Source: an optimization exercise on an open RTL-to-GDS flow (aim: small area, a short achievable clock period and few clock cycles per item). Production flows keep margins and buffers that such runs may drop.
In this exercise RTL edits were held to simulation tests only and were not proved equivalent to the original.
Power is estimated from default activity; no workload was simulated.

$ cat flow/design.v
module stack_vm #(
    parameter MEMMAX = 16
) (
    input  wire                 clk,
    input  wire                 rst,           
    input  wire [31:0]          prog_len,      
    output wire [30:0]          prog_addr,     
    input  wire [63:0]          prog_rdata,    
    input  wire                 cmd_valid,
    input  wire                 cmd_run,       
    output wire                 cmd_ready,
    output reg                  done,
    output wire [32:0]          sp,
    output reg  [32:0]          ip,
    output wire [15:0]          status,
    output wire [32:0]          fault_ip,
    output wire [MEMMAX*32-1:0] stack_cells
);
    localparam [1:0] ST_RUNNING = 2'd0, ST_HALTED = 2'd1, ST_FAULTED = 2'd2;
    localparam [3:0] PH_FIRST = 4'd0, PH_MUL = 4'd1, PH_ALIGN = 4'd2, PH_DIV = 4'd3,
                     PH_NEG = 4'd4, PH_JI = 4'd5, PH_REF = 4'd6, PH_AOV = 4'd7,
                     PH_REFT = 4'd8;
    reg         busy;           
    reg         run_mode;
    reg  [1:0]  st_state;
    reg  [3:0]  st_fcode;
    reg  [7:0]  st_fop;
    reg  [30:0] fip;
    reg  [31:0] len_r;          
    reg  [31:0] stack [0:15];
    reg  [31:0] tos;            
    reg  [31:0] nos;            
    reg  [5:0]  sp6;            
    reg         sp_big;         
    reg         d_valid;
    reg         d_bad;
    reg  [7:0]  d_opc;
    reg  [31:0] d_arg;          
    reg  [8:0]  ph_oh;          
    reg  [31:0] md_q;           
    reg         md_t33;         
    reg  [4:0]  md_cnt;
    reg         md_bp;          
    reg         md_sa, md_sb, md_mod;
    assign status    = {st_fop, st_fcode, 2'b00, st_state};
    assign fault_ip  = {2'b00, fip};
    assign cmd_ready = !busy;
    assign sp        = sp_big ? {md_t33, md_q} : {{27{sp6[5]}}, sp6};
    genvar g;
    generate
        for (g = 0; g < 16; g = g + 1) begin : g_cells
            assign stack_cells[g*32 +: 32] = stack[g];
        end
    endgenerate
    wire [7:0]  r_opc = prog_rdata[7:0];
    wire [31:0] r_arg = prog_rdata[63:32];
    reg r_has_arg;
    always @(*) begin
        case (r_opc)
            8'd0, 8'd19, 8'd20, 8'd22, 8'd23, 8'd24, 8'd26: r_has_arg = 1'b1;
            default: r_has_arg = 1'b0;
        endcase
    end
    wire r_bad = (r_opc > 8'd26) || (prog_rdata[31:8] != 24'd0) ||
                 (!r_has_arg && r_arg != 32'd0);
    wire [26:0] d_oh;
    genvar gi;
    generate
        for (gi = 0; gi < 27; gi = gi + 1) begin : g_dec
            assign d_oh[gi] = (d_opc[4:0] == gi);
        end
    endgenerate
    wire o_loadc  = d_oh[0],  o_add   = d_oh[1],  o_sub    = d_oh[2];
    wire o_mul    = d_oh[3],  o_div   = d_oh[4],  o_mod    = d_oh[5];
    wire o_and    = d_oh[6],  o_or    = d_oh[7],  o_xor    = d_oh[8];
    wire o_eq     = d_oh[9],  o_neq   = d_oh[10], o_le     = d_oh[11];
    wire o_leq    = d_oh[12], o_gr    = d_oh[13], o_geq    = d_oh[14];
    wire o_not    = d_oh[15], o_neg   = d_oh[16], o_load   = d_oh[17];
    wire o_store  = d_oh[18], o_loada = d_oh[19], o_storea = d_oh[20];
    wire o_pop    = d_oh[21], o_jump  = d_oh[22], o_jumpz  = d_oh[23];
    wire o_jumpi  = d_oh[24], o_dup   = d_oh[25], o_alloc  = d_oh[26];
    reg  [26:0] r_oh;
    integer oi;
    always @(*) begin
        for (oi = 0; oi < 27; oi = oi + 1) r_oh[oi] = (r_opc == oi);
    end
    wire c_push  = o_loadc | o_loada | o_dup;
    wire c_logic = o_and | o_or | o_xor | o_eq | o_neq | o_le | o_leq | o_gr | o_geq;
    wire c_bin   = o_add | o_sub | c_logic;                  
    wire c_divm  = o_div | o_mod;
    wire c_pop   = o_pop | o_jumpz | o_jumpi;
    wire e_go     = busy && d_valid;
    wire ph_first = ph_oh[PH_FIRST];
    wire ph_mul   = ph_oh[PH_MUL];
    wire ph_align = ph_oh[PH_ALIGN];
    wire ph_div   = ph_oh[PH_DIV];
    wire ph_neg   = ph_oh[PH_NEG];
    wire ph_ji    = ph_oh[PH_JI];
    wire ph_ref   = ph_oh[PH_REF];
    wire ph_aov   = ph_oh[PH_AOV];
    wire ph_reft  = ph_oh[PH_REFT];
    reg  [3:0]  spm1, spm2, spp1;
    wire [3:0]  spi   = sp6[3:0];
    wire sp_ge0 = !sp6[5];
    wire sp_ge1 = sp_ge0 && (sp6 != 6'd0);
    wire sp_ge2 = sp_ge1 && (sp6 != 6'd1);
    wire sp_top = (sp6 == 6'd15);               
    wire       k_small  = (d_arg[31:5] == 27'd0) || (d_arg[31:5] == {27{1'b1}});
    wire [6:0] s7       = {sp6[5], sp6} + d_arg[6:0];
    wire       a_under  = k_small ? (s7[6] && (s7 != 7'h7f)) : d_arg[31];    
    wire       a_over   = k_small ? (!s7[6] && (s7[5:4] != 2'b00)) : !d_arg[31];  
    reg  [30:0] ipn1, ipn2;
    wire [30:0] ip_inc  = ipn1;
    wire [30:0] ip_inc2 = ipn2;
    wire [30:0] tgt_p1  = d_arg[30:0] + 31'd1;
    wire [30:0] tgt_p2  = {d_arg[30:1] + 30'd1, d_arg[0]};
    wire [30:0] ipn_p3  = ipn2 + 31'd1;
    wire        last    = ({1'b0, ip_inc} == len_r);        
    wire cmp_ge     = (d_arg >= len_r);                      
    wire cmp_eq     = (d_arg == len_r);
    wire arg_ge_len = !d_arg[31] && cmp_ge;                  
    wire arg_small  = (d_arg[31:4] == 28'd0);                
    wire tos_small  = (tos[31:4] == 28'd0);
    wire arga_bad   = !arg_small || !sp_ge0 || (d_arg[3:0] > spi);
    wire tosa_bad   = !tos_small || (tos[3:0] > spi);
    wire tosa1_bad  = !tos_small || (tos[3:0] > spm1);
    wire t_nz = (tos != 32'd0);
    wire n_nz = (nos != 32'd0);
    wire ok_push   = (o_loadc | (o_loada & !arga_bad) | (o_dup & sp_ge0));
    wire ok_bin    = c_bin & (o_xor ? sp_ge2 : sp_ge1);
    wire ok_un     = (o_not | o_neg) & sp_ge0;
    wire ok_load   = o_load & sp_ge0 & !tosa_bad;
    wire ok_store  = o_store & sp_ge1 & !tosa1_bad;
    wire ok_storea = o_storea & sp_ge0 & !arga_bad;
    wire ok_mul    = o_mul & sp_ge1;
    wire ok_div    = c_divm & sp_ge1 & t_nz;
    wire ok_pop    = c_pop & sp_ge0 & !(!o_pop & arg_ge_len);
    wire ok_jump   = o_jump & !arg_ge_len;
    wire ok_alloc  = o_alloc & !a_under;
    wire ok_any    = !d_bad & (ok_push | ok_bin | ok_un | ok_load | ok_store | ok_storea |
                               ok_mul | ok_div | ok_pop | ok_jump | ok_alloc);
    wire first_ok  = ph_first & ok_any;
    wire f_jmp   = (o_jump | o_jumpz | o_jumpi) & arg_ge_len;
    wire f_depth = ((o_not | o_neg | o_load | o_storea | c_pop | o_dup) & !sp_ge0) |
                   ((o_add | o_sub | o_mul | c_divm | o_and | o_or | o_eq | o_neq |
                     o_le | o_leq | o_gr | o_geq | o_store) & !sp_ge1) |
                   (o_xor & !sp_ge2) | (o_alloc & a_under);
    wire f_addr  = (o_load & tosa_bad) | (o_store & tosa1_bad) |
                   ((o_loada | o_storea) & arga_bad);
    wire [3:0] pre_code = d_bad ? 4'd6 : f_jmp ? 4'd5 : f_depth ? 4'd1 : f_addr ? 4'd2 : 4'd3;
    wire f_ovf   = c_push & sp_top;
    wire f_ipneg = (o_jump | (o_jumpz & !t_nz)) & d_arg[31];
    reg  a_xarg, a_xnos, a_sub;
    wire [31:0] ax = ({32{a_xnos}} & nos) | ({32{a_xarg}} & d_arg);
    wire [32:0] a_sum = {1'b0, ax} + {1'b0, tos ^ {32{a_sub}}} + {32'd0, a_sub};
    wire [31:0] alu_sum = a_sum[31:0];
    wire        a_cout  = a_sum[32];
    wire        a_s33   = d_arg[31] ^ tos[31] ^ a_cout;       
    wire        lt  = (nos[31] ^ tos[31]) ? nos[31] : alu_sum[31];   
    wire        eq  = (nos == tos);
    reg         pp_one, pp_two, pp_neg;
    wire        t_s6   = (tos[31:5] == 27'd0) || (tos[31:5] == {27{1'b1}});
    wire        n_s6   = (nos[31:5] == 27'd0) || (nos[31:5] == {27{1'b1}});
    wire        m_swap = !t_s6 && n_s6;
    wire [2:0]  nd     = ph_first ? {m_swap ? nos[1:0] : tos[1:0], 1'b0} : tos[3:1];
    wire        nb_one = nd[1] ^ nd[0];
    wire        nb_two = (nd[2] & !nd[1] & !nd[0]) | (!nd[2] & nd[1] & nd[0]);
    wire        nb_neg = nd[2] & !(nd[1] & nd[0]);
    wire [31:0] pp_mag = ({32{pp_one}} & nos) | ({32{pp_two}} & {nos[30:0], 1'b0});
    wire [31:0] m_sum  = ({32{ph_mul}} & md_q) + (pp_mag ^ {32{pp_neg}}) + {31'd0, pp_neg};
    reg         ml_r;
    wire        ml_nx = ph_first ? (m_swap ? ((nos[31:1] == 31'd0) || (nos[31:1] == {31{1'b1}})) :
                                             ((tos[31:1] == 31'd0) || (tos[31:1] == {31{1'b1}}))) :
                                   ((tos[31:3] == 29'd0) || (tos[31:3] == {29{1'b1}}));
    wire        mul_last = ml_r;
    function [5:0] lzc32;
        input [31:0] v;
        reg [15:0] v16;
        reg [7:0]  v8;
        reg [3:0]  v4;
        reg [1:0]  v2;
        reg z16, z8, z4, z2, z1;
        begin
            z16 = (v[31:16] == 16'd0);  v16 = z16 ? v[15:0]  : v[31:16];
            z8  = (v16[15:8] == 8'd0);  v8  = z8  ? v16[7:0] : v16[15:8];
            z4  = (v8[7:4] == 4'd0);    v4  = z4  ? v8[3:0]  : v8[7:4];
            z2  = (v4[3:2] == 2'd0);    v2  = z2  ? v4[1:0]  : v4[3:2];
            z1  = !v2[1];
            lzc32 = (v == 32'd0) ? 6'd32 : {1'b0, z16, z8, z4, z2, z1};
        end
    endfunction
    function allones_low;                     
        input [31:0] v;
        begin
            allones_low = ((v[31:1] & ~v[30:0]) == 31'd0);
        end
    endfunction
    wire [31:0] nx = nos ^ {32{nos[31]}};
    wire [31:0] tx = tos ^ {32{tos[31]}};
    wire        adja = nos[31] & allones_low(nx);
    wire        adjb = tos[31] & allones_low(tx);
    wire [5:0]  la = 6'd32 - lzc32(nx) + {5'd0, adja};
    wire [5:0]  lb = 6'd32 - lzc32(tx) + {5'd0, adjb};
    function [15:0] smear16;                  
        input [15:0] v;
        reg [15:0] t;
        begin
            t = v | (v >> 1);
            t = t | (t >> 2);
            t = t | (t >> 4);
            smear16 = t | (t >> 8);
        end
    endfunction
    function [15:0] pairs;
        input [31:0] v;
        integer k;
        begin
            for (k = 0; k < 16; k = k + 1) pairs[k] = v[2*k] | v[2*k+1];
        end
    endfunction
    wire [15:0] sn = smear16(pairs(nx));
    wire [15:0] st = smear16(pairs(tx));
    wire        small_nx = !adja && ((st & ~sn) != 16'd0);
    reg  [5:0]  la_r, lb_r;                    
    wire [5:0]  dk = la_r - lb_r;
    reg         div_small;                     
    wire        small_ex = (la_r < lb_r);      
    wire [4:0]  shamt = small_ex ? 5'd0 : dk[4:0];
    wire [31:0] tos_shl = tos << shamt;
    wire        dv_ge  = a_cout;               
    wire [31:0] dv_quo = {md_q[30:0], dv_ge};
    reg         dv_neg;                        
    reg         cnt0;                          
    reg  d_ms, d_jmp;
    wire ms    = d_ms;
    wire fin   = (ph_mul & mul_last) | (ph_align & div_small) | (ph_div & cnt0 & !dv_neg) | ph_neg;
    wire e_done = ph_first ? !ms : (fin | ph_ji | ph_ref);
    wire redir  = (ph_first & (o_jump | (o_jumpz & !t_nz))) | ph_ji;
    wire redir_pa = (ph_first & d_jmp) | ph_ji;
    wire jz_taken = ph_first & o_jumpz & !t_nz;
    reg  rf;
    wire [32:0] tgt = {ph_ji ? md_t33 : d_arg[31], d_arg};
    wire ji_bad = md_t33 || (cmp_ge && !cmp_eq);
    wire ji_eq  = !md_t33 && cmp_eq;
    wire e_fault  = ph_first ? (!ok_any | f_ovf | f_ipneg) : ((ph_ji & ji_bad) | ph_aov);
    wire [3:0] e_code = (ph_first & !ok_any) ? pre_code :
                        ((ph_first & f_ovf) | ph_aov) ? 4'd4 : 4'd5;
    wire ip_redir = redir & !(ph_first & !ok_any);
    wire e_halt   = ip_redir ? (ph_ji & ji_eq) : last;
    wire e_we = (ph_first & !d_bad & ((ok_push & !sp_top) | ok_bin | ok_un | ok_load |
                                      ok_store | ok_storea)) | fin;
    wire [3:0] e_widx = !ph_first ? spm1 :
                        c_push    ? spp1 :
                        o_store   ? tos[3:0] :
                        o_storea  ? d_arg[3:0] :
                        (o_not | o_neg | o_load) ? spi : spm1;
    wire rs_arg = ph_first & o_loadc;
    wire r_rdat = ph_first & (o_loada | o_load);
    wire r_tos  = ph_first & (o_dup | o_storea);
    wire r_nos  = (ph_first & o_store) | (ph_div & md_mod & !dv_ge) |
                  (ph_align & md_mod & !md_sa);
    wire r_alu  = (ph_first & (o_add | o_sub | o_neg)) | (ph_div & md_mod & dv_ge);
    wire r_msum = ph_mul | ph_neg | (ph_align & md_mod & md_sa);
    wire r_bool = ph_first & (c_logic | o_not);
    wire r_quo  = ph_div & !md_mod;
    wire boolv  = (o_and & n_nz & t_nz) | (o_or & (n_nz | t_nz)) | (o_xor & (n_nz ^ t_nz)) |
                  (o_eq & eq) | (o_neq & !eq) | (o_le & lt) | (o_leq & (lt | eq)) |
                  (o_gr & !(lt | eq)) | (o_geq & !lt) | (o_not & !t_nz);
    wire [3:0] raddr = ph_ref ? spm1 :
                       ph_reft ? spi :
                       !ph_first ? spm2 :
                       o_load  ? tos[3:0] :
                       o_loada ? d_arg[3:0] :
                       spm2;
    wire [31:0] rdat = stack[raddr];
    wire [31:0] rbus = ({32{rs_arg}} & d_arg)   | ({32{r_rdat}} & rdat)  |
                       ({32{r_tos}}  & tos)     | ({32{r_nos}}  & nos)   |
                       ({32{r_alu}}  & alu_sum) | ({32{r_msum}} & m_sum) |
                       ({32{r_quo}}  & dv_quo)  | {31'd0, r_bool & boolv};
    wire st_fwd  = (tos[3:0] == spm2);            
    wire sa_fwd  = (d_arg[3:0] == spm1);          
    wire mul_go  = ph_mul & !mul_last;
    wire t_r     = (ph_first & (c_push | c_bin | o_not | o_neg | o_load)) | fin;
    wire t_nos   = ph_first & (c_pop | (o_store & st_fwd) | (o_mul & m_swap));
    wire t_rdat  = (ph_first & o_store & !st_fwd) | ph_reft;
    wire t_sp    = ph_first & o_alloc & a_over;
    wire t_abs   = ph_first & c_divm & tos[31];
    wire t_shl   = ph_align & !div_small;
    wire t_srl1  = ph_div & !(cnt0 & !dv_neg);
    wire tos_en  = t_r | t_nos | t_rdat | t_sp | mul_go | t_abs | t_shl | t_srl1;
    wire [31:0] tos_nx = ({32{t_r}}    & rbus)    | ({32{t_nos}}  & nos) |
                         ({32{t_rdat}} & rdat)    | ({32{mul_go}} & {{2{tos[31]}}, tos[31:2]}) |
                         ({32{t_sp}}   & {{26{sp6[5]}}, sp6}) |
                         ({32{t_abs}}  & alu_sum) | ({32{t_shl}}  & tos_shl) |
                         ({32{t_srl1}} & {1'b0, tos[31:1]});
    wire n_tos   = ph_first & (c_push | (o_storea & sa_fwd) | (o_mul & m_swap));
    wire n_rdat  = (ph_first & (c_bin | c_pop)) | fin | ph_ref;
    wire n_abs   = ph_first & c_divm & nos[31];
    wire n_quo   = ph_div & cnt0 & dv_neg & !md_mod;
    wire n_rem   = ph_div & !(cnt0 & !dv_neg) & !n_quo;
    wire nos_en  = n_tos | n_rdat | n_abs | mul_go | n_quo | n_rem;
    wire [31:0] nos_nx = ({32{n_tos}}  & tos)   | ({32{n_rdat}} & rdat) |
                         ({32{n_abs}}  & m_sum) | ({32{mul_go}} & {nos[29:0], 2'b00}) |
                         ({32{n_quo}}  & dv_quo) |
                         ({32{n_rem}}  & (dv_ge ? alu_sum : nos));
    wire s_inc  = ph_first & c_push;
    wire s_dec  = (ph_first & (c_bin | c_pop)) | fin;
    wire s_dec2 = ph_first & o_store;
    wire s_all  = ph_first & o_alloc & !a_over;
    wire sp_en  = (first_ok & (s_inc | s_dec | s_dec2 | s_all)) | fin;
    wire [5:0] sp_nx = s_inc ? sp6 + 6'd1 : s_dec ? sp6 - 6'd1 :
                       s_dec2 ? sp6 - 6'd2 : s7[5:0];
    wire [3:0] ph_nx = ph_first ? (!ok_any ? PH_FIRST :
                                   o_mul ? PH_MUL :
                                   c_divm ? PH_ALIGN :
                                   o_jumpi ? PH_JI :
                                   o_alloc && a_over ? PH_AOV :
                                   o_alloc ? PH_REFT :
                                   o_store ? PH_REF : PH_FIRST) :
                       ph_reft  ? PH_REF :
                       ph_mul   ? (mul_last ? PH_FIRST : PH_MUL) :
                       ph_align ? (div_small ? PH_FIRST : PH_DIV) :
                       ph_div   ? (cnt0 ? (dv_neg ? PH_NEG : PH_FIRST) : PH_DIV) :
                       PH_FIRST;
    assign prog_addr = (!busy || (!d_valid && rf)) ? ip[30:0] :
                       (!d_valid || !e_done) ? ip_inc :
                       redir_pa           ? d_arg[30:0] : ip_inc2;
    always @(posedge clk) begin
        len_r <= prog_len;
        if (e_go && e_we) stack[e_widx] <= rbus;
        if (rst) begin
            busy     <= 1'b0;
            run_mode <= 1'b0;
            done     <= 1'b0;
            d_valid  <= 1'b0;
            rf       <= 1'b0;
            ph_oh    <= 9'd1;
            sp6      <= 6'h3f;
            spm1     <= 4'd14;
            spm2     <= 4'd13;
            spp1     <= 4'd0;
            sp_big   <= 1'b0;
            ip       <= 33'd0;
            ipn1     <= 31'd1;
            ipn2     <= 31'd2;
            fip      <= 31'd0;
            st_state <= (prog_len == 32'd0) ? ST_HALTED : ST_RUNNING;
            st_fcode <= 4'd0;
            st_fop   <= 8'd0;
        end else begin
            done <= 1'b0;
            if (!busy) begin
                d_valid <= 1'b0;
                rf      <= 1'b0;
                ph_oh   <= 9'd1;
                if (cmd_valid) begin
                    run_mode <= cmd_run;
                    if (st_state == ST_RUNNING) busy <= 1'b1;
                    else                        done <= 1'b1;
                end
            end else if (!d_valid) begin
                if (rf) rf <= 1'b0;
                else    d_valid <= 1'b1;
            end else begin
                ph_oh <= 9'd1 << ph_nx;
                if (sp_en) begin
                    sp6  <= sp_nx;
                    spm1 <= sp_nx[3:0] - 4'd1;
                    spm2 <= sp_nx[3:0] - 4'd2;
                    spp1 <= sp_nx[3:0] + 4'd1;
                end
                if (ph_aov) sp_big <= 1'b1;
                if (e_fault) begin
                    ip       <= ip_redir ? tgt : {2'b00, ip_inc};
                    st_state <= ST_FAULTED;
                    st_fcode <= e_code;
                    st_fop   <= d_opc;
                    fip      <= ip[30:0];
                    busy     <= 1'b0;
                    done     <= 1'b1;
                end else if (e_done) begin
                    ip   <= ip_redir ? tgt : {2'b00, ip_inc};
                    ipn1 <= ip_redir ? tgt_p1 : ipn2;
                    ipn2 <= ip_redir ? tgt_p2 : ipn_p3;
                    if (e_halt) begin
                        st_state <= ST_HALTED;
                        busy     <= 1'b0;
                        done     <= 1'b1;
                    end else if (!run_mode) begin
                        busy     <= 1'b0;
                        done     <= 1'b1;
                    end else begin
                        d_valid  <= !redir;
                        rf       <= jz_taken;
                    end
                end
            end
        end
    end
    wire d_load = busy && (!d_valid || e_done);
    always @(posedge clk) begin
        if (d_load) begin
            d_bad <= r_bad;
            d_opc <= r_opc;
            d_ms  <= r_oh[3] | r_oh[4] | r_oh[5] | r_oh[24] | r_oh[18] | r_oh[26];
            d_jmp <= r_oh[22];
            d_arg <= r_arg;
        end else if (e_go && ph_first && o_jumpi) begin
            d_arg <= alu_sum;                        
        end
        if (d_load) begin
            a_xarg <= r_oh[24];
            a_xnos <= !(r_oh[16] | r_oh[4] | r_oh[5] | r_oh[24]);
            a_sub  <= !(r_oh[1] | r_oh[24]);
        end else begin
            a_xarg <= (ph_nx == PH_AOV);
            a_xnos <= (ph_nx != PH_AOV);
            a_sub  <= (ph_nx != PH_AOV);
        end
        if (e_go && (ph_nx == PH_MUL) && !d_load) begin
            pp_one <= nb_one;
            pp_two <= nb_two;
            pp_neg <= nb_neg;
        end else begin
            pp_one <= 1'b1;
            pp_two <= 1'b0;
            pp_neg <= 1'b1;
        end
        if (e_go && tos_en) tos <= tos_nx;
        if (e_go && nos_en) nos <= nos_nx;
        if (e_go) begin
            if (ph_first) begin
                md_q   <= 32'd0;
                md_t33 <= a_s33;
                md_bp  <= tos[1];
                ml_r   <= ml_nx;
                md_sa  <= nos[31];
                md_sb  <= tos[31];
                md_mod <= o_mod;
                dv_neg <= o_mod ? nos[31] : (nos[31] ^ tos[31]);
                la_r   <= la;
                lb_r   <= lb;
                div_small <= small_nx;
            end else if (ph_mul) begin
                md_q   <= m_sum;
                md_bp  <= tos[1];
                ml_r   <= ml_nx;
            end else if (ph_align) begin
                md_cnt <= shamt;
                cnt0   <= (shamt == 5'd0);
                md_q   <= 32'd0;
            end else if (ph_div) begin
                md_q   <= dv_quo;
                md_cnt <= md_cnt - 5'd1;
                cnt0   <= (md_cnt == 5'd1);
            end else if (ph_aov) begin
                md_q   <= alu_sum;                   
                md_t33 <= a_s33;
            end
        end
    end
endmodule
$ cat flow/run.sh
#!/bin/bash
# synth_recipe.tcl (not shown) runs the flow's synth.tcl, then flattens the netlist and writes it again
# the make line also repeats each setting of config.mk as NAME=value (left out here)
make -C /OpenROAD-flow-scripts/flow DESIGN_CONFIG=/design/flow/config.mk WORK_HOME=/design/flow/orfs CLKGATE_MAP_FILE= SYNTH_SCRIPT=/design/flow/synth_recipe.tcl finish
$ cat flow/config.mk
export PLATFORM = sky130hd
export DESIGN_NAME = stack_vm
export DESIGN_NICKNAME = stack_vm
export VERILOG_FILES = /design/flow/design.v
export SDC_FILE = /design/flow/constraint.sdc
export NUM_CORES = 4
export LEC_CHECK = 0
export ABC_AREA = 1
export CAP_MARGIN = 20
export CORE_MARGIN = 2
export CORE_UTILIZATION = 30
export SLEW_MARGIN = 20
$ cat flow/constraint.sdc
create_clock -name core_clock -period 13.0 [get_ports {clk}]
set_input_delay 2.6000 -clock core_clock [delete_from_list [all_inputs] [get_ports {clk}]]
set_output_delay 2.6000 -clock core_clock [all_outputs]
set_load 0.01 [all_outputs]
==> summary.txt, run 1 <==
Logic synthesis
  – Synth top area cells: edfxtp_1, nand2_1, dfxtp_1
  – Top FF cell, synth: edfxtp_1
  – Yosys top cell area share: 0.3617
  – Seq/Total Area, Yosys: 0.4350
  – Synthesis-stage register bit count: approximately 900
  – Async SR Flop Fraction: 0
  – Top-count cell post-synth: nand2_1
  – Total number of yosys warnings: 1
  – Unique masters post-synth: 81
  – Cell taking the most area after synthesis: edfxtp_1
  – Synth Cell Area: approximately 0.056 sq mm
  – Mean Syn Cell Area: 7.880 sq um
  – Post-synth top cells: nand2_1, nor2_1, edfxtp_1, inv_1, o21ai_0
  – Post-synth EDFFs: between 600 and 700
  – Post-Syn Instances: 7133

Routing
  – Via density: 5.783
  – TritonRoute pass-1 iters: 10
  – DRC errors left: 0
  – Drt wl/cell: roughly 32 um
  – Antenna Nets Post-Route: 0
  – Via count: 59648
  – Initial drt markers: roughly 8000
  – Final WL: approximately 330000 um

Clock network
  – Clk root buf: clkbuf_16
  – Reg clk slew, reported paths: approximately 0.060 ns
  – Clock Tree Buf Depth: 3
  – Setup repair bufs after CTS: 0
  – Worst-Skew Late Latency: a little over 0.8 ns
  – CTS tree: yes
  – Num CTS Buffers: approximately 100
  – Hold-fix buffers, CTS: 0
  – TritonCTS Sinks: between 800 and 900
  – H-tree lvl count: 3
  – Resized Gates After CTS: 0

Pwr
  – P per Cell Area: 105.8 mW/mm^2
  – Leak pwr: 26.50 nW
  – Peak VDD IR: 119.6 uV

Die
  – Core Region: roughly 0.19 sq mm
  – # rows: 158
  – Chip Height: around 440 um
  – Io pins: 760
  – Die ar.: 0.1908 sq mm
  – Die W: 436.9 um
  – Initial Utilization: 0.3025

Worst hold path
  – HP Class: reg2reg
  – Hold path start: fip[4]
  – Hold path cells: 2
  – Hold path endpoint: fip[4]

STA
  – Max Clock Freq: approximately 140 MHz
  – Max Slew Vio Count: 0
  – Min Tclk post-route: about 7.3 ns
  – Setup TNS: 0 ns
  – Final period util: 0.5586
  – Slew @ Worst Pin: around 1.4 ns
  – Unrepaired setup endpoints after global routing: no
  – Rel. slew slack: 0.05683
  – Final hold violation count: 0
  – Clock skew: ~0.11 ns
  – Final setup violating endpoints: 0

Critical path
  – CP required: between 10 and 15 ns
  – Worst setup EP type: output port
  – CP startpoint kind: flip-flop
  – RR Startpoint: d_arg[0]
  – Reg2reg end: stack[14][14]
  – FF-to-FF setup slack: around 6.2 ns
  – Crit-path max FO: 72
  – Kind of critical path: reg2out
  – Worst Path Arrival: about 4.7 ns
  – Reg2Reg Depth: 14

Flow run
  – MaxCap Viol Count: 0

Finish
  – Layout filler cell count: 19241
  – Area of the multi-input gates: between 0.02 and 0.03 sq mm
  – Share of cells above drive strength 1: 0.07031
  – Final core utilization: 0.3778
  – Sequential Area: roughly 0.024 sq mm
  – Layout Nets: about 8000
  – Area growth from synthesis to layout: 24.92%

Placement
  – DP Wirelength: ~250000 um
  – GPL Wtd Cong: approximately 1.1
  – Port-buffer cells: ~750

Run status
  – Status: complete, no violations

Global routing
  – Global routing met1 resource utilization: 0.4073
  – First-pass GRT wire length: 456100 um
  – Largest net degree at the start of global routing: 153
  – GR Layer Usage met2: 0.5179
  – Gr usage total: 0.3348
  – GR peak layer: met2
  – M3 GR Usage: 0.1012
  – Gr ovfl total: 0
  – Initial antenna violation count: 23
  – Vias in the first global route: 57276
## worst max-delay path, cell delays in order, from the launching register on
cell	delay (ns)
dfxtp_2	0.31
buf_4	0.34
nand2_1	0.16
nand3_1	0.08
a31oi_1	0.47
nand4_1	0.17
nand2_1	0.27
nor2_1	0.07
buf_4	0.24
inv_2	0.58
a211oi_1	0.11
o22ai_1	0.39
clkdlybuf4s50_1	0.63
## cell usage in the layout (no fill, tap or decap), types with 75 or more instances in the layout
master and count:
nand2_1 1633, clkdlybuf4s50_1 753, nor2_1 728, edfxtp_1 677
inv_1 536, o21ai_0 482, a21oi_1 417, nand3_1 412
xor2_1 223, o211ai_1 214, dfxtp_1 203, buf_4 165
ha_1 141, o22ai_1 139, clkbuf_16 104, nand4_1 89
nor3_1 77, o21ai_1 75
## power breakdown
group / internal, W / switching (W)
sequential: 0.00309 / 0.0000318
clock: 0.00188 / 0.00137
combinational: 0.000260 / 0.000792
total: 0.00523 / 0.00220
## routing by layer
metal	vias up	part of all wire
li1	25740	-
met2	4140	0.44
met1	28830	0.38
met5	-	0.00054
met4	16	0.071
met3	922	0.11
## worst max-delay path by stage
stage / from / end / slack [ns] / cells after the start
final: ph_oh[1] / prog_addr[2] / 5.74 / 12
after global routing: ph_oh[1] / prog_addr[2] / 5.50 / 12
after CTS: ph_oh[1] / prog_addr[2] / 5.70 / 12
after detailed placement: ph_oh[1] / prog_addr[2] / 6.56 / 12
after global placement: ph_oh[1] / prog_addr[2] / 6.64 / 12
after floorplan: sp6[3] / stack[0][0] / 7.33 / 16
## sequential cells by signal, indices dropped and copies added (netlist names), 31 cells and up
signal / flops
tos: 32
nos: 32
d_arg: 32
ipn1: 31
md_q: 32
ip: 33
fip: 31
ipn2: 31
stack: 512
len_r: 32
## layout make-up
class,count,area share
diodes,12,0.0004277
clock buffers,120,0.03849
repair buffers,920,0.1253
inverters,589,0.03163
well taps,2480,0.04419
multi-input cells,5239,0.3970
flip-flops and latches,883,0.3483
clock inverters,72,0.01461
## per-stage QoR
step | total power (W) | std cells | setup slack (ns) | hold slack, ns | instance area [sq um]
after floorplan | 0.003654 | 7137 | 7.333 | 0.4447 | 56220
after global placement | 0.004163 | 10111 | 6.641 | 0.4523 | 66420
after detailed placement | 0.004162 | 10111 | 6.559 | 0.4568 | 66430
after CTS | 0.007391 | 10303 | 5.699 | 0.4658 | 70160
after global routing | 0.007582 | 10304 | 5.496 | 0.4869 | 70190
final | 0.007429 | 10315 | 5.738 | 0.4627 | 70210
## logic make-up (layout without fill, tap and decap cells)
group | after synthesis | count (layout) | synth area share
multiplexers | 1 | 1 | 0.0001781
adder cells (fa/ha/maj) | 145 | 145 | 0.03281
AO/OA/AOI/OAI | 1570 | 1570 | 0.1648
AND/OR/NAND/NOR | 3212 | 3212 | 0.2434
other | 1 | 17 | 0.00006672
XOR/XNOR | 306 | 306 | 0.04868
flip-flops | 883 | 883 | 0.4350
buffers and inverters | 1015 | 1701 | 0.07504
Testbench counts, summed over its fixed seeds: cycles 60,697, instructions 41,447.
==> inputs of run 2 (changes only) <==
--- a/flow/design.v
+++ b/flow/design.v
@@ -234,7 +234,9 @@
     reg  d_ms, d_jmp;
     wire ms    = d_ms;
     wire fin   = (ph_mul & mul_last) | (ph_align & div_small) | (ph_div & cnt0 & !dv_neg) | ph_neg;
-    wire e_done = ph_first ? !ms : (fin | ph_ji | ph_ref);
+    reg  e_done;
+    wire ms_new  = r_oh[3] | r_oh[4] | r_oh[5] | r_oh[24] | r_oh[18] | r_oh[26];
+    wire cnt0_nx = ph_align ? (shamt == 5'd0) : (md_cnt == 5'd1);
     wire redir  = (ph_first & (o_jump | (o_jumpz & !t_nz))) | ph_ji;
     wire redir_pa = (ph_first & d_jmp) | ph_ji;
     wire jz_taken = ph_first & o_jumpz & !t_nz;
@@ -398,11 +400,15 @@
         end
     end
     wire d_load = busy && (!d_valid || e_done);
+    wire e_done_nx = (ph_nx == PH_MUL)   ? ml_nx :
+                     (ph_nx == PH_ALIGN) ? small_nx :
+                     (ph_nx == PH_DIV)   ? (cnt0_nx & !dv_neg) :
+                     ((ph_nx == PH_NEG) || (ph_nx == PH_JI) || (ph_nx == PH_REF));
     always @(posedge clk) begin
         if (d_load) begin
             d_bad <= r_bad;
             d_opc <= r_opc;
-            d_ms  <= r_oh[3] | r_oh[4] | r_oh[5] | r_oh[24] | r_oh[18] | r_oh[26];
+            d_ms  <= ms_new;
             d_jmp <= r_oh[22];
             d_arg <= r_arg;
         end else if (e_go && ph_first && o_jumpi) begin
@@ -426,6 +432,7 @@
             pp_two <= 1'b0;
             pp_neg <= 1'b1;
         end
+        e_done <= d_load ? !ms_new : e_done_nx;
         if (e_go && tos_en) tos <= tos_nx;
         if (e_go && nos_en) nos <= nos_nx;
         if (e_go) begin
==> summary.txt, run 2 <==
Run status
  – Status: complete, no violations

STA
  – Clock skew: around 0.13 ns
  – Max Clock Freq: roughly 150 MHz
  – Unrepaired setup endpoints after global routing: no
  – Min Tclk post-route: approximately 6.5 ns
  – Final hold violation count: 0
  – Max Slew Vio Count: 0
  – Final period util: 0.4984
  – Slew @ Worst Pin: 1.344 ns
  – Final setup violating endpoints: 0
  – Rel. slew slack: 0.09595
  – Setup TNS: 0 ns

Logic synthesis
  – Total number of yosys warnings: 1
  – Post-synthesis mux area share: 0.0005354
  – Simple-gate share of the synthesized area: 0.2306
  – Async SR Flop Fraction: 0
  – Post-Syn Instances: 7126
  – Mean Syn Cell Area: 7.870 sq um
  – Adder-cell share of the synthesized area: 0.03266
  – Top FF cell, synth: edfxtp_1
  – Seq/Total Area, Yosys: 0.4358
  – Synth Cell Area: approximately 0.056 sq mm
  – Top-count cell post-synth: nand2_1
  – Post-synth top cells: nand2_1, nor2_1, edfxtp_1, o21ai_0, inv_1
  – Compound-Gate Fraction of Synth Area: 0.1752
  – Synth top area cells: edfxtp_1, nand2_1, dfxtp_1
  – Synth Area in XOR/XNOR: 0.04678
  – Largest family of logic cells by synthesized area: simple AND/OR/NAND/NOR gates
  – Yosys top cell area share: 0.3620
  – Post-synth EDFFs: 676
  – Synthesis-stage register bit count: around 900
  – Unique masters post-synth: between 70 and 80
  – Cell taking the most area after synthesis: edfxtp_1

Finish
  – Largest registers: stack x512, ip x33
  – Share of cells above drive strength 1: 0.06812
  – Area of the multi-input gates: ~0.028 sq mm
  – Final core utilization: 0.3771
  – Biggest register: stack
  – Final instance area: approximately 0.07 sq mm
  – Most frequent cells in the layout: nand2_1, clkdlybuf4s50_1, nor2_1, edfxtp_1, o21ai_0
  – Layout Nets: 7993
  – Commonest non-fill, non-tap cell in the layout: nand2_1
  – Largest register FFs: 512
  – Non-Filler Instances: slightly above 10000
  – Sequential Area: around 0.024 sq mm
  – Area growth from synthesis to layout: 24.82%
  – Layout filler cell count: approximately 19000

Pwr
  – Leak pwr: ~27 nW
  – Peak VDD IR: 127.6 uV
  – P per Cell Area: 104.5 mW/mm^2
  – Total power: between 0.007 and 0.008 W

Die
  – Initial Utilization: 0.3021
  – Die W: ~440 um
  – # rows: 158
  – Core Region: around 0.19 sq mm
  – Die ar.: about 0.19 sq mm
  – Io pins: 760
  – Chip Height: 436.4 um

Critical path
  – Crit-path max FO: 62
  – WP buf/inv: 2
  – Crit path max-delay family: buffers and inverters
  – Reg2Reg Depth: 16
  – Worst-path cell chain: buf_4 -> nand2_1 -> nand2_2 -> o21ai_0 -> a22oi_1 -> clkdlybuf4s50_1
  – Worst path max stage delay: around 0.74 ns
  – Worst Path Arrival: slightly below 4 ns
  – FF-to-FF setup slack: ~7.0 ns
  – Worst setup EP type: output port
  – CP startpoint kind: flip-flop
  – RR Startpoint: ph_oh[0]
  – Crit path max-delay cell type: nand2_2
  – Kind of critical path: reg2out
  – CP Launch Point: ph_oh[0]
  – Reg2reg end: stack[6][15]
  – CP required: roughly 10 ns

Clock network
  – Clock Tree Buf Depth: 3
  – H-tree lvl count: 3
  – Clk root buf: clkbuf_16
  – Setup repair bufs after CTS: 0
  – Worst-Skew Late Latency: about 0.84 ns
  – Hold-fix buffers, CTS: 0
  – CTS tree: yes
  – Resized Gates After CTS: 0
  – TritonCTS Sinks: between 800 and 900
  – Reg clk slew, reported paths: 0.06 ns
  – Num CTS Buffers: 106

Worst hold path
  – Hold path endpoint: st_fop[7]
  – Hold path start: d_opc[7]
  – Hold path cells: 2
  – HP Class: reg2reg

Placement
  – DP Wirelength: approximately 250000 um
  – GPL Wtd Cong: between 1 and 1.5
  – Port-buffer cells: approximately 750
  – Cell Area, Placed: between 0.06 and 0.07 sq mm
  – Inst Count DP: 10119

Routing
  – Initial drt markers: 7158
  – Via density: approximately 5.7
  – Final WL: 332200 um
  – Drt wl/cell: about 32 um
  – Antenna Nets Post-Route: 0
  – DRC errors left: 0
  – TritonRoute pass-1 iters: 7
  – Via count: around 59000

Global routing
  – Gr ovfl total: 0
  – Largest net degree at the start of global routing: between 150 and 200
  – Initial antenna violation count: 14
  – Gr usage total: 0.3351
  – First-pass GRT wire length: ~450000 um
  – Vias in the first global route: between 50000 and 60000

Flow run
  – MaxCap Viol Count: 0
run 2: cells by family after synthesis:
logic type               after synthesis
AND/OR/NAND/NOR                     3024
AO/OA/AOI/OAI                       1706
buffers and inverters               1068
flip-flops                           883
XOR/XNOR                             297
adder cells (fa/ha/maj)              144
multiplexers                           3
other                                  1
run 2: per-layer routing:
metal / track usage / part of all wire / vias up
met2: 0.5083 / 0.43 / 3896
met1: 0.4015 / 0.37 / 28702
met4: 0.2301 / 0.082 / 12
li1: - / - / 25834
met5: 0 / 0.00073 / -
met3: 0.1096 / 0.11 / 930
run 2: through the flow:
step           worst slack [ns]  hold slack (ns)
2_1_floorplan             8.144           0.4297
3_3_place_gp              6.823           0.4537
6_report                  6.521           0.4758
5_1_grt                   6.214           0.5016
4_1_cts                   6.461           0.4689
3_5_place_dp              7.096           0.4603
run 2: worst max path at each step:
stage	slack, ns	cells after the start	to
6_report	6.52	6	prog_addr[1]
5_1_grt	6.21	6	prog_addr[1]
4_1_cts	6.46	6	prog_addr[1]
3_5_place_dp	7.10	17	stack[15][22]
3_3_place_gp	6.82	19	tos[12]
2_1_floorplan	8.14	15	stack[12][0]
run 2: worst reg2reg max path: stages (launching register included):
cell	delay, ns
dfxtp_2	0.32
inv_1	0.29
buf_4	0.46
a21oi_4	0.05
buf_4	0.33
o211ai_1	0.26
nand2_1	0.31
nand2_4	0.19
buf_4	0.71
buf_4	0.87
nor2_1	0.15
o21ai_1	0.11
o211ai_1	0.11
nand3_1	0.14
nand2_1	0.17
nand2_1	0.12
nand4_1	0.86
run 2: layout make-up:
class,count,area share
timing repair buffer,917,0.1256
clock inverter,73,0.01255
antenna,14,0.0005005
sequential,883,0.3493
tap,2480,0.04433
clock buffer,125,0.03920
inverter,662,0.03569
multi-input combinational,5179,0.3929
run 2: report_power, final:
group / switching (W) / internal [W]
Clock: 0.00138 / 0.00177
Sequential: 0.0000418 / 0.00309
Combinational: 0.000771 / 0.000261
Testbench counts of run 2, summed over its fixed seeds: cycles 60,697, instructions 41,447.
==> inputs of run 3 (changes only) <==
--- a/flow/design.v
+++ b/flow/design.v
@@ -324,9 +324,8 @@
                        ph_align ? (div_small ? PH_FIRST : PH_DIV) :
                        ph_div   ? (cnt0 ? (dv_neg ? PH_NEG : PH_FIRST) : PH_DIV) :
                        PH_FIRST;
-    assign prog_addr = (!busy || (!d_valid && rf)) ? ip[30:0] :
-                       (!d_valid || !e_done) ? ip_inc :
-                       redir_pa           ? d_arg[30:0] : ip_inc2;
+    reg  [30:0] pa_r;
+    assign prog_addr = pa_r;
     always @(posedge clk) begin
         len_r <= prog_len;
         if (e_go && e_we) stack[e_widx] <= rbus;
@@ -404,6 +403,26 @@
                      (ph_nx == PH_ALIGN) ? small_nx :
                      (ph_nx == PH_DIV)   ? (cnt0_nx & !dv_neg) :
                      ((ph_nx == PH_NEG) || (ph_nx == PH_JI) || (ph_nx == PH_REF));
+    wire e_done_d = d_load ? !ms_new : e_done_nx;
+    wire        upd      = e_go && (e_fault || e_done);
+    wire        adv      = e_go && !e_fault && e_done;
+    wire        cont     = adv && !e_halt && run_mode;
+    wire [30:0] ip_nxv   = upd ? (ip_redir ? d_arg[30:0] : ip_inc) : ip[30:0];
+    wire [30:0] ipn1_nxv = adv ? (ip_redir ? tgt_p1 : ipn2) : ipn1;
+    wire [30:0] ipn2_nxv = adv ? (ip_redir ? tgt_p2 : ipn_p3) : ipn2;
+    wire        busy_nxv = !busy ? (cmd_valid && (st_state == ST_RUNNING)) :
+                           !d_valid ? 1'b1 :
+                           e_fault ? 1'b0 : (e_done ? cont : 1'b1);
+    wire        dv_nxv   = !busy ? 1'b0 : !d_valid ? !rf : (cont ? !redir : 1'b1);
+    wire        rf_nxv   = !busy ? 1'b0 : !d_valid ? 1'b0 : (cont ? jz_taken : rf);
+    wire        phf_nxv  = !e_go || (ph_nx == PH_FIRST);
+    wire        phji_nxv = e_go && (ph_nx == PH_JI);
+    wire        djmp_nxv = d_load ? r_oh[22] : d_jmp;
+    wire [30:0] darg_nxv = d_load ? r_arg[30:0] : (e_go && ph_first && o_jumpi) ? alu_sum[30:0] : d_arg[30:0];
+    wire        rdpa_nxv = (phf_nxv && djmp_nxv) || phji_nxv;
+    wire [30:0] pa_nx    = (!busy_nxv || (!dv_nxv && rf_nxv)) ? ip_nxv :
+                           (!dv_nxv || !e_done_d) ? ipn1_nxv :
+                           rdpa_nxv ? darg_nxv : ipn2_nxv;
     always @(posedge clk) begin
         if (d_load) begin
             d_bad <= r_bad;
@@ -432,7 +451,8 @@
             pp_two <= 1'b0;
             pp_neg <= 1'b1;
         end
-        e_done <= d_load ? !ms_new : e_done_nx;
+        e_done <= e_done_d;
+        pa_r   <= rst ? 31'd0 : pa_nx;
         if (e_go && tos_en) tos <= tos_nx;
         if (e_go && nos_en) nos <= nos_nx;
         if (e_go) begin
==> summary.txt, run 3 <==
Clock network
  – Reg clk slew, reported paths: ~0.070 ns
  – Clock Tree Buf Depth: 3
  – Worst-Skew Late Latency: approximately 0.84 ns
  – H-tree lvl count: 3
  – CTS tree: yes
  – TritonCTS Sinks: approximately 910
  – Setup repair bufs after CTS: 0
  – Num CTS Buffers: between 100 and 150
  – Resized Gates After CTS: 0
  – Hold-fix buffers, CTS: 0
  – Clk root buf: clkbuf_16

Routing
  – Antenna Nets Post-Route: 0
  – Final WL: approximately 350000 um
  – Initial drt markers: 8484
  – Via count: ~61000
  – Via density: roughly 5.8
  – Drt wl/cell: roughly 33 um
  – DRC errors left: 0
  – TritonRoute pass-1 iters: 6

Finish
  – Non-Filler Instances: 10525
  – Largest register FFs: 512
  – Area growth from synthesis to layout: 25.12%
  – Largest registers: stack x512, ip x33
  – Biggest register: stack
  – Final instance area: approximately 0.07 sq mm
  – Layout Nets: roughly 8200
  – Most frequent cells in the layout: nand2_1, nor2_1, clkdlybuf4s50_1, o21ai_0, edfxtp_1
  – Commonest non-fill, non-tap cell in the layout: nand2_1
  – Share of cells above drive strength 1: 0.06722

Critical path
  – Worst Path Arrival: 8.23 ns
  – Worst-path cell chain: inv_1 -> o22ai_1 -> nand2_1 -> nand2_1 -> inv_1 -> fa_1 -> nand3b_1 -> nand2_1 -> nand2_1 -> nand2_1 -> a21oi_1 -> o21ai_1 -> inv_1 -> o21ai_1 -> nand3_1 -> nand2_2 -> buf_4 -> a32oi_2 -> inv_1 -> buf_4 -> a21oi_1 -> nand3_1 -> nand2_1 -> nand2_1
  – Worst setup EP type: flip-flop
  – Crit-path max FO: 57
  – CP required: 13.63 ns
  – Kind of critical path: reg2reg
  – Worst path max stage delay: roughly 0.93 ns
  – Most frequent CP cell: nand2_1
  – Crit path max-delay cell type: edfxtp_1
  – CP startpoint kind: flip-flop

Logic synthesis
  – Total number of yosys warnings: 1
  – Synthesis-stage register bit count: around 910
  – Post-synth top cells: nand2_1, nor2_1, o21ai_0, edfxtp_1, inv_1
  – Cell taking the most area after synthesis: edfxtp_1
  – Mean Syn Cell Area: 7.843 sq um
  – Yosys top cell area share: 0.3551
  – Top FF cell, synth: edfxtp_1
  – Post-synth EDFFs: slightly below 700
  – Synth Cell Area: about 0.057 sq mm
  – Unique masters post-synth: 77
  – Top-count cell post-synth: nand2_1
  – Seq/Total Area, Yosys: 0.4389
  – Synth top area cells: edfxtp_1, nand2_1, dfxtp_1
  – Post-Syn Instances: 7279
  – Async SR Flop Fraction: 0

STA
  – Final period util: 0.5840
  – Clock skew: 0.1310 ns
  – Min Tclk post-route: between 7 and 8 ns
  – Slew @ Worst Pin: between 1 and 1.5 ns
  – Hold Slack: about 0.46 ns
  – Rel. slew slack: 0.1072
  – Max Slew Vio Count: 0
  – Unrepaired setup endpoints after global routing: no
  – Final hold violation count: 0
  – Final setup violating endpoints: 0
  – Max Clock Freq: around 130 MHz
  – Setup TNS: 0 ns

Placement
  – DP Wirelength: roughly 260000 um
  – GPL Wtd Cong: 1.052
  – Cell Area, Placed: ~0.068 sq mm
  – Inst Count DP: around 10000
  – Port-buffer cells: 754

Global routing
  – Gr usage total: 0.3436
  – Initial antenna violation count: 19
  – Largest net degree at the start of global routing: roughly 120
  – Gr ovfl total: 0
  – First-pass GRT wire length: 468500 um
  – Vias in the first global route: around 57000

Pwr
  – Leak pwr: approximately 28 nW
  – Clock network fraction of total power: 0.447
  – Reg power frac: 0.435
  – Peak VDD IR: approximately 130 uV
  – P per Cell Area: approximately 100 mW/mm^2
  – Logic pwr share: 0.118
  – Int Pwr: around 0.0053 W
  – NetSw: between 0.002 and 0.0025 W
  – Sw Ratio: 0.2831

Flow run
  – MaxCap Viol Count: 0

Worst hold path
  – HP Class: reg2reg

Die
  – Chip Height: approximately 440 um
  – Die ar.: between 0.15 and 0.2 sq mm
  – Io pins: 760
  – Die W: 440.2 um
  – Initial Utilization: 0.3011
  – Core Region: roughly 0.19 sq mm
  – # rows: 160

Run status
  – Status: complete, no violations
## run 3: path summary, 6_finish.rpt
kind / startpoint / to / slack, ns / depth (start not counted)
worst max-delay path: d_arg[0] / tos[5] / 5.41 / 24
worst min-delay path: d_jmp / d_jmp / 0.46 / 2
worst max register to register: d_arg[0] / tos[5] / 5.41 / 24
worst min register to register: d_jmp / d_jmp / 0.46 / 2
## run 3: per-layer routing
layer  GRT usage  share of wire  up-vias
met5           0        0.00028        -
met3     0.09561           0.11      965
met2      0.5250           0.43     4159
met4      0.2338          0.082       16
li1            -              -    26280
met1      0.4200           0.37    29641
## run 3: kinds of logic after synthesis
kind of cell | after synthesis | share of synthesized area
AOI/OAI and AO/OA | 1649 | 0.1714
other | 1 | 0.00006569
buffers and inverters | 1089 | 0.07675
DFF | 914 | 0.4389
and+or+nand+nor | 3189 | 0.2352
adders and majority gates | 145 | 0.03231
muxes | 8 | 0.001447
xor gates and xnor gates | 284 | 0.04397
## run 3: power groups by stage
stage               Combinational [W]  Clock [W]  Sequential [W]
floorplan                    0.000428          0         0.00325
global placement             0.000832          0         0.00328
detailed placement           0.000835          0         0.00328
CTS                          0.000838    0.00332         0.00321
global route                 0.000904    0.00343         0.00322
finish                       0.000873    0.00330         0.00322
## run 3: area by class of cell
| cell class | count | area [sq um] |
|---|---|---|
| flip-flops and latches | 914 | 25060 |
| clock inverters | 72 | 962.2 |
| fillers | 19665 | 118200 |
| well taps | 2511 | 3142 |
| repair buffers | 938 | 8930 |
| inverters | 668 | 2520 |
| diodes | 11 | 27.53 |
| multi-input cells | 5280 | 27930 |
| clock buffers | 131 | 2860 |
## run 3: worst max-delay path: cells and delay by family, from the launching register on
kind / cells / cell delay (ns)
buf+inv: 6 / 2.01
compound gates: 6 / 1.80
simple gates: 11 / 2.20
flops: 1 / 0.93
fa+ha+maj: 1 / 0.46
## run 3: stage by stage
| stage | total power, W | setup slack (ns) | utilization |
|---|---|---|---|
| detailed placement | 0.004111 | 5.651 | 0.3564 |
| global placement | 0.004109 | 5.884 | 0.3564 |
| CTS | 0.007372 | 5.675 | 0.3766 |
| global route | 0.007547 | 5.228 | 0.3767 |
| finish | 0.007394 | 5.407 | 0.3768 |
| floorplan | 0.003679 | 8.861 | - |
Testbench counts of run 3, summed over its fixed seeds: cycles 60,697, instructions 41,447.
==> inputs of run 4 (changes only) <==
--- a/flow/design.v
+++ b/flow/design.v
@@ -31,7 +31,7 @@
     reg  [31:0] tos;            
     reg  [31:0] nos;            
     reg  [5:0]  sp6;            
-    reg         sp_big;         
+    reg  [32:0] sp_q;           
     reg         d_valid;
     reg         d_bad;
     reg  [7:0]  d_opc;
@@ -45,7 +45,7 @@
     assign status    = {st_fop, st_fcode, 2'b00, st_state};
     assign fault_ip  = {2'b00, fip};
     assign cmd_ready = !busy;
-    assign sp        = sp_big ? {md_t33, md_q} : {{27{sp6[5]}}, sp6};
+    assign sp        = sp_q;
     genvar g;
     generate
         for (g = 0; g < 16; g = g + 1) begin : g_cells
@@ -340,7 +340,7 @@
             spm1     <= 4'd14;
             spm2     <= 4'd13;
             spp1     <= 4'd0;
-            sp_big   <= 1'b0;
+            sp_q     <= {33{1'b1}};
             ip       <= 33'd0;
             ipn1     <= 31'd1;
             ipn2     <= 31'd2;
@@ -370,7 +370,8 @@
                     spm2 <= sp_nx[3:0] - 4'd2;
                     spp1 <= sp_nx[3:0] + 4'd1;
                 end
-                if (ph_aov) sp_big <= 1'b1;
+                if (ph_aov) sp_q <= {a_s33, alu_sum};
+                else if (sp_en) sp_q <= {{27{sp_nx[5]}}, sp_nx};
                 if (e_fault) begin
                     ip       <= ip_redir ? tgt : {2'b00, ip_inc};
                     st_state <= ST_FAULTED;
==> summary.txt, run 4 <==
Finish
  – Layout filler cell count: ~20000
  – Biggest register: stack
  – Final instance area: between 0.07 and 0.08 sq mm
  – Largest register FFs: between 500 and 600
  – Area growth from synthesis to layout: 24.16%
  – Area of the multi-input gates: between 0.02 and 0.03 sq mm
  – Sequential Area: between 0.02 and 0.03 sq mm
  – Layout Nets: 8192
  – Share of cells above drive strength 1: 0.06450
  – Commonest non-fill, non-tap cell in the layout: nand2_1
  – Non-Filler Instances: 10603
  – Largest registers: stack x512, ip x33, sp_q x33
  – Most frequent cells in the layout: nand2_1, inv_1, clkdlybuf4s50_1, edfxtp_1, nor2_1

Logic synthesis
  – Post-Syn Instances: between 7000 and 8000
  – Cell taking the most area after synthesis: edfxtp_1
  – Seq/Total Area, Yosys: 0.4392
  – Synthesis-stage register bit count: about 950
  – Synth Cell Area: between 0.05 and 0.06 sq mm
  – Compound-Gate Fraction of Synth Area: 0.1690
  – Top FF cell, synth: edfxtp_1
  – Mean Syn Cell Area: ~8 sq um
  – Post-synth EDFFs: 675
  – Simple-gate share of the synthesized area: 0.2227
  – Async SR Flop Fraction: 0
  – Post-synthesis mux area share: 0.001198
  – Largest family of logic cells by synthesized area: simple AND/OR/NAND/NOR gates
  – Total number of yosys warnings: 1
  – Unique masters post-synth: between 70 and 80
  – Post-synth top cells: nand2_1, inv_1, edfxtp_1, nor2_1, nand3_1
  – Synth Area in XOR/XNOR: 0.04423
  – Adder-cell share of the synthesized area: 0.03153
  – Yosys top cell area share: 0.3465
  – Synth top area cells: edfxtp_1, nand2_1, dfxtp_1
  – Top-count cell post-synth: nand2_1

Routing
  – DR top layer: met5
  – Antenna Nets Post-Route: 0
  – Met2 wire length: 142000 um
  – Drt wl/cell: around 31 um
  – TritonRoute pass-1 iters: 8
  – Final WL: roughly 330000 um
  – Wl on met1: around 130000 um
  – Initial drt markers: approximately 8000
  – Met3 WL: 42640 um
  – DRC errors left: 0
  – Via density: 5.828
  – Via count: 61794

Placement
  – Port-buffer cells: roughly 750
  – DP Wirelength: roughly 240000 um
  – Cell Area, Placed: around 0.069 sq mm
  – GPL Wtd Cong: 1.094
  – Inst Count DP: slightly above 10000
  – Dpl ws: between 6 and 7 ns

STA
  – Setup TNS: 0 ns
  – Final setup margin: roughly 6.4 ns
  – Final period util: 0.5105
  – Final setup violating endpoints: 0
  – Max Clock Freq: 150.7 MHz
  – Slew @ Worst Pin: around 1.3 ns
  – Unrepaired setup endpoints after global routing: no
  – Max Slew Vio Count: 0
  – Rel. slew slack: 0.1174
  – Min Tclk post-route: 6.637 ns
  – Clock skew: 0.1127 ns
  – Final hold violation count: 0

Critical path
  – Reg2Reg Depth: 24
  – WP buf/inv: 7
  – Worst setup EP type: flip-flop
  – Crit path max-delay family: buffers and inverters
  – Reg2reg end: tos[29]
  – Worst Path Arrival: approximately 7.2 ns
  – Most frequent CP cell: nand2_1
  – Worst path max stage delay: around 0.57 ns
  – Kind of critical path: reg2reg
  – FF-to-FF setup slack: around 6.4 ns
  – Crit path max-delay cell type: buf_4
  – RR Startpoint: a_xarg
  – CP required: ~14 ns
  – Worst-path cell chain: inv_1 -> o22ai_1 -> mux2i_1 -> fa_1 -> nand3b_1 -> nand2_1 -> a21oi_1 -> o21ai_1 -> a21oi_1 -> o21ai_1 -> nand4_1 -> nand2_2 -> buf_4 -> inv_2 -> nand3_1 -> nand2_1 -> buf_4 -> inv_1 -> buf_4 -> o21ai_0 -> inv_1 -> o2111ai_2 -> nand2_1 -> nand2_1
  – CP startpoint kind: flip-flop
  – Crit-path max FO: 54

Global routing
  – Gr usage total: 0.3218
  – Gr ovfl total: 0
  – Largest net degree at the start of global routing: around 210
  – Vias in the first global route: slightly below 60000
  – Initial antenna violation count: 17
  – First-pass GRT wire length: ~460000 um

Clock network
  – Reg clk slew, reported paths: 0.07 ns
  – Setup repair bufs after CTS: 0
  – H-tree lvl count: 3
  – Resized Gates After CTS: 0
  – Hold-fix buffers, CTS: 0
  – Clock Tree Buf Depth: 3
  – Worst-Skew Late Latency: around 0.84 ns
  – Clk root buf: clkbuf_16
  – CTS tree: yes
  – TritonCTS Sinks: approximately 950
  – Num CTS Buffers: 112

Pwr
  – Peak VDD IR: about 120 uV
  – P per Cell Area: 97.52 mW/mm^2
  – Total power: 0.007084 W
  – Leak pwr: 28.72 nW

Die
  – Core Region: 0.1944 sq mm
  – Die ar.: roughly 0.20 sq mm
  – Die W: about 450 um
  – Initial Utilization: 0.3010
  – Chip Height: 445.6 um
  – # rows: roughly 160
  – Io pins: 760

Run status
  – Status: complete, no violations

Flow run
  – MaxCap Viol Count: 0

Worst hold path
  – HP Class: reg2reg
  – Hold path cells: 2
  – Hold path endpoint: ip[2]
  – Hold path start: ipn1[2]
## run 4: cell types whose count changed after synthesis, sizes merged, moves of 10 or more
cell,change
nor2,-395
o21ai,-256
inv,+229
nand2,+184
o211ai,+110
nand3,+95
buf,+42
clkbuf,-36
dfxtp,+32
or2,-29
a311oi,+26
a22oi,+18
a211oi,+11
xor2,+10
## run 4: cell families (layout without fill, tap and decap cells)
logic type	count (synthesis)	count (layout)
AO/OA/AOI/OAI	1571	1571
XOR/XNOR	292	292
multiplexers	7	7
flip-flops	946	946
buffers and inverters	1324	2024
other	1	19
AND/OR/NAND/NOR	3057	3057
adder cells (fa/ha/maj)	145	145
## run 4: worst register-to-register path: stages (launching register included)
cell and delay (ns):
dfxtp_1 0.31, inv_1 0.43, o22ai_1 0.44, mux2i_1 0.20
fa_1 0.52, nand3b_1 0.20, nand2_1 0.12, a21oi_1 0.07
o21ai_1 0.26, a21oi_1 0.20, o21ai_1 0.37, nand4_1 0.16
nand2_2 0.10, buf_4 0.57, inv_2 0.49, nand3_1 0.17
nand2_1 0.07, buf_4 0.26, inv_1 0.16, buf_4 0.29
o21ai_0 0.13, inv_1 0.10, o2111ai_2 0.56, nand2_1 0.22
nand2_1 0.07
## run 4: layer usage
layer / track usage / vias to the layer above
li1: - / 26506
met4: 0.1808 / 12
met2: 0.4852 / 4472
met3: 0.1190 / 997
met1: 0.3948 / 29807
met5: 0 / -
## run 4: layout make-up
cell class	instances	share of cell area
inverter	897	0.04641
tap	2542	0.04379
antenna	14	0.0004823
multi-input combinational	5077	0.3830
sequential	946	0.3538
clock inverter	73	0.009888
timing repair buffer	913	0.1211
clock buffer	141	0.04151
## run 4: worst max path at each step
stage / depth (start not counted) / endpoint / slack, ns / start
finish: 24 / tos[29] / 6.36 / a_xarg
global route: 24 / tos[29] / 6.08 / a_xarg
CTS: 20 / tos[0] / 6.55 / ph_oh[0]
detailed placement: 24 / tos[29] / 6.53 / a_xarg
global placement: 20 / tos[0] / 6.58 / ph_oh[0]
floorplan: 15 / pa_r[22] / 8.75 / prog_rdata[7]
## run 4: metrics by stage
step	util	hold WS (ns)
floorplan	-	0.4378
global placement	0.3539	0.4587
detailed placement	0.3541	0.4594
CTS	0.3733	0.4764
global route	0.3735	0.5040
finish	0.3737	0.4707
## run 4: where the power goes
group / total (W) / internal, W / leakage, nW / switching, W
combinational: 0.000514 / 0.000138 / 18.6 / 0.000376
clock: 0.00329 / 0.00180 / 1.81 / 0.00149
sequential: 0.00328 / 0.00325 / 8.33 / 0.0000272
Testbench counts of run 4, summed over its fixed seeds: cycles 60,697, instructions 41,447.
==> inputs of run 5 (changes only) <==
--- a/flow/design.v
+++ b/flow/design.v
@@ -31,7 +31,7 @@
     reg  [31:0] tos;            
     reg  [31:0] nos;            
     reg  [5:0]  sp6;            
-    reg  [32:0] sp_q;           
+    reg         sp_big;         
     reg         d_valid;
     reg         d_bad;
     reg  [7:0]  d_opc;
@@ -45,7 +45,7 @@
     assign status    = {st_fop, st_fcode, 2'b00, st_state};
     assign fault_ip  = {2'b00, fip};
     assign cmd_ready = !busy;
-    assign sp        = sp_q;
+    assign sp        = sp_big ? {md_t33, md_q} : {{27{sp6[5]}}, sp6};
     genvar g;
     generate
         for (g = 0; g < 16; g = g + 1) begin : g_cells
@@ -324,8 +324,8 @@
                        ph_align ? (div_small ? PH_FIRST : PH_DIV) :
                        ph_div   ? (cnt0 ? (dv_neg ? PH_NEG : PH_FIRST) : PH_DIV) :
                        PH_FIRST;
-    reg  [30:0] pa_r;
-    assign prog_addr = pa_r;
+    reg  pa_ip, pa_n1, pa_tg;
+    assign prog_addr = pa_ip ? ip[30:0] : pa_n1 ? ip_inc : pa_tg ? d_arg[30:0] : ip_inc2;
     always @(posedge clk) begin
         len_r <= prog_len;
         if (e_go && e_we) stack[e_widx] <= rbus;
@@ -340,7 +340,7 @@
             spm1     <= 4'd14;
             spm2     <= 4'd13;
             spp1     <= 4'd0;
-            sp_q     <= {33{1'b1}};
+            sp_big   <= 1'b0;
             ip       <= 33'd0;
             ipn1     <= 31'd1;
             ipn2     <= 31'd2;
@@ -370,8 +370,7 @@
                     spm2 <= sp_nx[3:0] - 4'd2;
                     spp1 <= sp_nx[3:0] + 4'd1;
                 end
-                if (ph_aov) sp_q <= {a_s33, alu_sum};
-                else if (sp_en) sp_q <= {{27{sp_nx[5]}}, sp_nx};
+                if (ph_aov) sp_big <= 1'b1;
                 if (e_fault) begin
                     ip       <= ip_redir ? tgt : {2'b00, ip_inc};
                     st_state <= ST_FAULTED;
@@ -408,9 +407,6 @@
     wire        upd      = e_go && (e_fault || e_done);
     wire        adv      = e_go && !e_fault && e_done;
     wire        cont     = adv && !e_halt && run_mode;
-    wire [30:0] ip_nxv   = upd ? (ip_redir ? d_arg[30:0] : ip_inc) : ip[30:0];
-    wire [30:0] ipn1_nxv = adv ? (ip_redir ? tgt_p1 : ipn2) : ipn1;
-    wire [30:0] ipn2_nxv = adv ? (ip_redir ? tgt_p2 : ipn_p3) : ipn2;
     wire        busy_nxv = !busy ? (cmd_valid && (st_state == ST_RUNNING)) :
                            !d_valid ? 1'b1 :
                            e_fault ? 1'b0 : (e_done ? cont : 1'b1);
@@ -419,11 +415,9 @@
     wire        phf_nxv  = !e_go || (ph_nx == PH_FIRST);
     wire        phji_nxv = e_go && (ph_nx == PH_JI);
     wire        djmp_nxv = d_load ? r_oh[22] : d_jmp;
-    wire [30:0] darg_nxv = d_load ? r_arg[30:0] : (e_go && ph_first && o_jumpi) ? alu_sum[30:0] : d_arg[30:0];
     wire        rdpa_nxv = (phf_nxv && djmp_nxv) || phji_nxv;
-    wire [30:0] pa_nx    = (!busy_nxv || (!dv_nxv && rf_nxv)) ? ip_nxv :
-                           (!dv_nxv || !e_done_d) ? ipn1_nxv :
-                           rdpa_nxv ? darg_nxv : ipn2_nxv;
+    wire        pa_ip_nx = !busy_nxv || (!dv_nxv && rf_nxv);
+    wire        pa_n1_nx = !dv_nxv || !e_done_d;
     always @(posedge clk) begin
         if (d_load) begin
             d_bad <= r_bad;
@@ -453,7 +447,9 @@
             pp_neg <= 1'b1;
         end
         e_done <= e_done_d;
-        pa_r   <= rst ? 31'd0 : pa_nx;
+        pa_ip  <= rst | pa_ip_nx;
+        pa_n1  <= pa_n1_nx;
+        pa_tg  <= rdpa_nxv;
         if (e_go && tos_en) tos <= tos_nx;
         if (e_go && nos_en) nos <= nos_nx;
         if (e_go) begin
==> summary.txt, run 5 <==
Logic synthesis
  – Post-synthesis mux area share: 0
  – Async SR Flop Fraction: 0
  – Synthesis-stage register bit count: between 800 and 900
  – Synth top area cells: edfxtp_1, nand2_1, dfxtp_1
  – Cell taking the most area after synthesis: edfxtp_1
  – Largest family of logic cells by synthesized area: simple AND/OR/NAND/NOR gates
  – Post-synth top cells: nand2_1, nor2_1, o21ai_0, edfxtp_1, inv_1
  – Seq/Total Area, Yosys: 0.4433
  – Synth Area in XOR/XNOR: 0.04932
  – Simple-gate share of the synthesized area: 0.2162
  – Total number of yosys warnings: 1
  – Top-count cell post-synth: nand2_1
  – Post-Syn Instances: around 6900
  – Mean Syn Cell Area: 7.999 sq um
  – Adder-cell share of the synthesized area: 0.03315
  – Top FF cell, synth: edfxtp_1

Pwr
  – P per Cell Area: 103.4 mW/mm^2
  – Peak VDD IR: around 120 uV

Critical path
  – FF-to-FF setup slack: around 6.2 ns
  – Reg2Reg Depth: 18
  – Crit-path max FO: 58
  – Worst Path Arrival: 7.21 ns
  – CP startpoint kind: flip-flop

Finish
  – Final instance area: about 0.069 sq mm
  – Final core utilization: 0.3783
  – Most frequent cells in the layout: nand2_1, nor2_1, clkdlybuf4s50_1, o21ai_0, edfxtp_1
  – Layout Nets: 7776
  – Layout filler cell count: 18941
  – Commonest non-fill, non-tap cell in the layout: nand2_1
  – Biggest register: stack
  – Area growth from synthesis to layout: 25.35%
  – Largest registers: stack x512, ip x33
  – Share of cells above drive strength 1: 0.06745
  – Largest register FFs: about 510

STA
  – Rel. slew slack: 0.1700
  – Max Slew Vio Count: 0
  – Final hold violation count: 0
  – Hold Slack: around 0.46 ns
  – Unrepaired setup endpoints after global routing: no
  – Max Clock Freq: approximately 150 MHz
  – Final period util: 0.5236
  – Min Tclk post-route: 6.807 ns

Run status
  – Status: complete, no violations

Routing
  – Via density: roughly 5.9
  – Initial drt markers: between 8000 and 9000
  – TritonRoute pass-1 iters: 10
  – Final WL: 339000 um
  – Via count: between 50000 and 60000

Die
  – Initial Utilization: 0.3018
  – # rows: 157
  – Die ar.: ~0.19 sq mm
  – Die W: 433.2 um

Placement
  – DP Wirelength: 257300 um
  – Cell Area, Placed: about 0.066 sq mm
  – GPL Wtd Cong: between 1 and 1.5
  – Port-buffer cells: approximately 750

Global routing
  – Vias in the first global route: around 56000
  – Initial antenna violation count: 21

Clock network
  – Reg clk slew, reported paths: 0.07 ns
  – H-tree lvl count: 3
  – Clock Tree Buf Depth: 3
  – Worst-Skew Late Latency: approximately 0.81 ns
  – Hold-fix buffers, CTS: 0
  – Setup repair bufs after CTS: 0
  – Num CTS Buffers: roughly 110
  – CTS tree: yes

Worst hold path
  – Hold path cells: 2
  – Hold path endpoint: rf
  – HP Class: reg2reg
  – Hold path start: rf

Flow run
  – MaxCap Viol Count: 0
## run 5: per-layer routing
layer,global-route usage,wire length [um]
met1,0.4122,123600
met2,0.5330,146900
met3,0.1175,40480
met4,0.2358,28020
met5,0,91
## run 5: logic make-up after synthesis
family / after synthesis
compound gates: 1714
other cells: 1
xor+xnor: 306
fa+ha+maj: 144
buf+inv: 1017
simple gates: 2840
flops: 886
## run 5: worst max-delay path by stage
stage | startpoint | cells past startpoint | endpoint | slack [ns]
global placement | a_sub | 20 | stack[8][11] | 6.52
finish | ph_oh[0] | 18 | stack[15][6] | 6.19
CTS | sp_big | 5 | sp[5] | 6.19
floorplan | ph_oh[0] | 5 | d_arg[0] | 8.92
global route | sp_big | 5 | sp[5] | 6.07
detailed placement | a_sub | 20 | stack[9][11] | 6.49
## run 5: stage by stage
step | cells | total power (W) | setup slack, ns
6_report | 10093 | 0.007164 | 6.193
5_1_grt | 10087 | 0.007318 | 6.068
4_1_cts | 10077 | 0.007118 | 6.188
3_5_place_dp | 9882 | 0.004053 | 6.490
3_3_place_gp | 9881 | 0.004053 | 6.524
2_1_floorplan | 6912 | 0.003605 | 8.917
## run 5: report_power, final
part	switching, W	internal, W
Sequential	0.0000365	0.00309
Combinational	0.000695	0.000236
Clock	0.00139	0.00171
Total	0.00213	0.00504
## run 5: critical path, cell delays in order (launching register included)
cell and delay (ns):
dfxtp_2 0.31, buf_4 0.58, clkinv_1 0.16, buf_4 0.30, a21oi_4 0.16, buf_4 0.47, o211ai_1 0.15, nand2_1 0.13
o21ai_4 0.06, buf_4 0.30, clkinv_2 0.48, buf_4 0.50, buf_4 0.66, o21ai_0 0.20, o221ai_1 0.28, nand3_1 0.13
nand2_1 0.40, nand2_1 0.09, nand3_1 0.79
## run 5: final cells by class
cell class | count | share of cell area
timing repair buffer | 923 | 0.1280
tap | 2464 | 0.04451
clock buffer | 127 | 0.04030
inverter | 607 | 0.03302
sequential | 886 | 0.3537
antenna | 9 | 0.0003252
multi-input combinational | 5009 | 0.3892
clock inverter | 68 | 0.01096
Testbench counts of run 5, summed over its fixed seeds: cycles 60,697, instructions 41,447.

Setup slack of run 5, layout unchanged: 6.193 ns with ideal ports, 6.135 ns with driving cells assumed (clock clkbuf_16, inputs buf_2), 6.193 ns with port delays also shifted by the 0.847 ns mid clock arrival.
